Source: an optimization exercise on an open RTL-to-GDS flow (aim: small area, a short achievable clock period and few clock cycles per item). Production flows keep margins and buffers that such runs may drop.
No activity file was given, so power comes from the tool's default toggle rates.

==> module llf_tx, before the edit <==
module llf_tx (
    input  wire        clk,
    input  wire        rst,
    input  wire        tx_req_valid,
    input  wire        tx_req_pay,
    input  wire [15:0] tx_req_len,
    output wire        tx_req_ready,
    output wire        txpay_rd,
    output reg  [15:0] txpay_addr,
    input  wire [7:0]  txpay_data,
    output wire        sink_valid,
    output reg  [7:0]  sink_data,
    output wire        sink_last,
    input  wire        sink_ready,
    input  wire        sink_resp_valid,
    input  wire        sink_resp_err,
    input  wire [16:0] sink_resp_count,
    output reg         tx_resp_valid,
    output reg  [2:0]  tx_resp_status
);
    reg st_idle, st_h0, st_h1, st_h2, st_h3, st_h4, st_pay, st_fc, st_stp, st_wait;
    reg        rd;         
    reg        sv;         
    assign tx_req_ready = st_idle;
    assign txpay_rd     = rd;
    assign sink_valid   = sv;
    reg [15:0] len;
    reg        lenz;       
    reg [7:0]  crc;        
    reg        cur_last;   
    reg        mv, kv, kt;
    reg [7:0]  k;
    assign sink_last    = st_stp;
    wire tk    = sv & sink_ready;
    wire hs    = tx_req_valid & st_idle;
    wire reqz  = tx_req_len == 16'd0;
    wire nopay = ~tx_req_pay & ~reqz;
    wire [7:0] head   = kv ? k : txpay_data;
    wire       head_t = kv ? kt : mt;
    wire [7:0] crc_nx;     
    wire [15:0] raddr1;
    llf_step16 #(0) u_inc (.x(txpay_addr), .y(raddr1));
    wire mt = txpay_addr == len;
    wire [16:0] ca = sink_resp_count;
    wire [16:0] cb = ~{1'b0, len};
    wire [16:0] ck = 17'd6;
    wire [16:0] cy = ((ca & cb) | ((ca | cb) & ~ck)) << 1;
    wire        cnt_eq = &(ca ^ cb ^ ck ^ ~cy);
    wire cons  = tk & ((st_h4 & ~lenz) | (st_pay & ~cur_last));
    wire kcons = cons & kv;
    wire mcons = cons & ~kv;
    wire m2k   = rd & mv & ~mcons;
    wire to_idle = st_wait & sink_resp_valid;
    wire frame   = st_h0 | st_h1 | st_h2 | st_h3 | st_h4 | st_pay | st_fc | st_stp;
    wire kv_nx = frame & ((kv & ~kcons) | m2k);
    wire mv_nx = frame & (rd | (mv & ~mcons));
    wire k_ld  = ~kv | cons;    
    wire [15:0] addr_nx = {16{frame}} & (rd ? raddr1 : txpay_addr);
    wire        idle_nx = (st_idle & ~tx_req_valid) | to_idle | (st_h0 & ~sv);
    wire       sel_crc  = st_h2 | (st_h4 & lenz) | (st_pay & cur_last);
    wire       sel_head = (st_h4 & ~lenz) | (st_pay & ~cur_last);
    wire [7:0] byte_nx  = ({8{st_h0}} & len[7:0]) | ({8{st_h1}} & len[15:8])
                        | ({8{sel_crc}} & crc) | ({8{st_h3}} & 8'hFB)
                        | ({8{sel_head}} & head) | ({8{st_fc}} & 8'hFE);
    wire       hold     = ~st_idle & ~tk;
    wire [7:0] sd_nx    = ({8{st_idle}} & 8'hFA) | ({8{tk}} & byte_nx)
                        | ({8{hold}} & sink_data);
    llf_crc8 u_crc (.c(crc), .b(byte_nx), .y(crc_nx));
    wire [7:0] crc_hd   = ({8{st_idle}} & 8'hE8) | ({8{tk}} & crc_nx)
                        | ({8{hold}} & crc);
    wire       cl_nx    = (tk & head_t) | (~tk & cur_last);
    always @(posedge clk) begin
        if (k_ld) begin
            k  <= txpay_data;
            kt <= mt;
        end
        kv <= kv_nx;
        mv <= mv_nx;
        txpay_addr <= addr_nx;
        tx_resp_status <= st_idle ? 3'b001
                        : {sink_resp_err, {2{~sink_resp_err & ~cnt_eq}}};
        if (st_idle) begin
            len  <= tx_req_len;
            lenz <= reqz;
        end
        crc       <= crc_hd;
        sink_data <= sd_nx;
        cur_last  <= cl_nx;
    end
    always @(posedge clk) begin
        if (rst) begin
            st_idle       <= 1'b1;
            st_h0         <= 1'b0;
            st_h1         <= 1'b0;
            st_h2         <= 1'b0;
            st_h3         <= 1'b0;
            st_h4         <= 1'b0;
            st_pay        <= 1'b0;
            st_fc         <= 1'b0;
            st_stp        <= 1'b0;
            st_wait       <= 1'b0;
            sv            <= 1'b0;
            tx_resp_valid <= 1'b0;
            rd            <= 1'b0;
        end else begin
            rd            <= ~(mv_nx & kv_nx);
            tx_resp_valid <= (hs & nopay) | to_idle;
            st_idle       <= idle_nx;
            if (hs) begin
                st_h0      <= 1'b1;
                sv         <= ~nopay;
            end
            if (st_h0 & ~sv)
                st_h0 <= 1'b0;
            if (tk) begin
                st_h0  <= 1'b0;
                st_h1  <= st_h0;
                st_h2  <= st_h1;
                st_h3  <= st_h2;
                st_h4  <= st_h3;
                st_pay <= (st_h4 & ~lenz) | (st_pay & ~cur_last);
                st_fc  <= (st_h4 & lenz) | (st_pay & cur_last);
                st_stp <= st_fc;
                if (st_stp) begin
                    st_wait    <= 1'b1;
                    sv         <= 1'b0;
                end
            end
            if (to_idle)
                st_wait <= 1'b0;
        end
    end
endmodule
clock: 4.0 ns
lec_check: 0
abc_area: 1
abc_clock_period_in_ps: 1500
cap_margin: 20
core_margin: 2
core_utilization: 40
cts_buf_list: sky130_fd_sc_hd__clkbuf_8
cts_cluster_size: 32
setup_slack_margin: 2.2
slew_margin: 20
tns_end_percent: 0
standard.sh (not shown) runs the stock make flow with config.mk's settings and CLKGATE_MAP_FILE= SYNTH_SCRIPT=/design/flow/synth_recipe.tcl, a recipe that flattens the netlist after the stock synthesis.
==> flow/flow/run.sh <==
#!/bin/bash
# The standard layout, with the port buffers made of sky130_fd_sc_hd__buf_1
# cells instead of the default choice. Every port still gets its buffer.
bash standard.sh "BUFFER_PORTS_ARGS=-buffer_cell sky130_fd_sc_hd__buf_1" finish > standard.log 2>&1
The starting point went through all stages and came out clean.
Change:
--- a/flow/design.v
+++ b/flow/design.v
@@ -238,13 +238,14 @@
     wire tk    = sv & sink_ready;
     wire hs    = tx_req_valid & st_idle;
     wire reqz  = tx_req_len == 16'd0;
     wire nopay = ~tx_req_pay & ~reqz;
     wire [7:0] head   = kv ? k : txpay_data;
     wire       head_t = kv ? kt : mt;
-    wire [7:0] crc_nx;     
+    wire [7:0] crc_nx;
+    llf_crc8 u_crc (.c(crc), .b(sink_data), .y(crc_nx));
     wire [15:0] raddr1;
     llf_step16 #(0) u_inc (.x(txpay_addr), .y(raddr1));
     wire mt = txpay_addr == len;
     wire [16:0] ca = sink_resp_count;
     wire [16:0] cb = ~{1'b0, len};
     wire [16:0] ck = 17'd6;
@@ -261,20 +262,18 @@
     wire k_ld  = ~kv | cons;    
     wire [15:0] addr_nx = {16{frame}} & (rd ? raddr1 : txpay_addr);
     wire        idle_nx = (st_idle & ~tx_req_valid) | to_idle | (st_h0 & ~sv);
     wire       sel_crc  = st_h2 | (st_h4 & lenz) | (st_pay & cur_last);
     wire       sel_head = (st_h4 & ~lenz) | (st_pay & ~cur_last);
     wire [7:0] byte_nx  = ({8{st_h0}} & len[7:0]) | ({8{st_h1}} & len[15:8])
-                        | ({8{sel_crc}} & crc) | ({8{st_h3}} & 8'hFB)
+                        | ({8{sel_crc}} & crc_nx) | ({8{st_h3}} & 8'hFB)
                         | ({8{sel_head}} & head) | ({8{st_fc}} & 8'hFE);
     wire       hold     = ~st_idle & ~tk;
     wire [7:0] sd_nx    = ({8{st_idle}} & 8'hFA) | ({8{tk}} & byte_nx)
                         | ({8{hold}} & sink_data);
-    llf_crc8 u_crc (.c(crc), .b(byte_nx), .y(crc_nx));
-    wire [7:0] crc_hd   = ({8{st_idle}} & 8'hE8) | ({8{tk}} & crc_nx)
-                        | ({8{hold}} & crc);
+    wire [7:0] crc_hd   = ({8{tk}} & crc_nx) | ({8{hold}} & crc);
     wire       cl_nx    = (tk & head_t) | (~tk & cur_last);
     always @(posedge clk) begin
         if (k_ld) begin
             k  <= txpay_data;
             kt <= mt;
         end
Result: Power goes down by 5.5%; maximum frequency went up by 4.2%; register-to-register slack improves by 0.08 ns; final area goes up by 0.34%; synthesized area climbs by 1.0%; setup slack improves by 0.080 ns; combinational power is lower by 10%; final cell count grows by 2.6%; sequential power stays flat; wire length came out higher by 1.3%; synthesized cell count increases by 4.5%; clock power falls by about 10%.
No functional check of the RTL was part of any run of this note.

==> separate check: timing with driven ports <==
The results above use ideal ports. As a check the final layouts listed here were re-extracted and re-timed, cells and wires unchanged. Step 1, drivers: a clkbuf_16 drives clk and a buf_2 each remaining input, both assumed. Step 2 moves the port delays by t, midway between the first and last clock arrival at a register: inputs arrive t later, outputs are due t later. That takes back most of the time a late clock gives input paths. Slacks: no drivers / after step 1 / after step 2; pairs: no drivers / after step 1.
| run | t, ns | setup slack, ns | hold slack, ns | pins driven straight from the clock port |
|---|---|---|---|---|
| the first run | 0.495 | 2.002 / 1.995 / 1.550 | 0.459 / 0.459 / 0.459 | 1 |
| the second run | 0.502 | 2.083 / 2.071 / 1.747 | 0.455 / 0.455 / 0.455 | 1 |
After both steps every run listed still meets setup and hold. The setup slack of the first run, which loses most, moves by -0.007 ns with the drivers and by -0.452 ns with both steps.
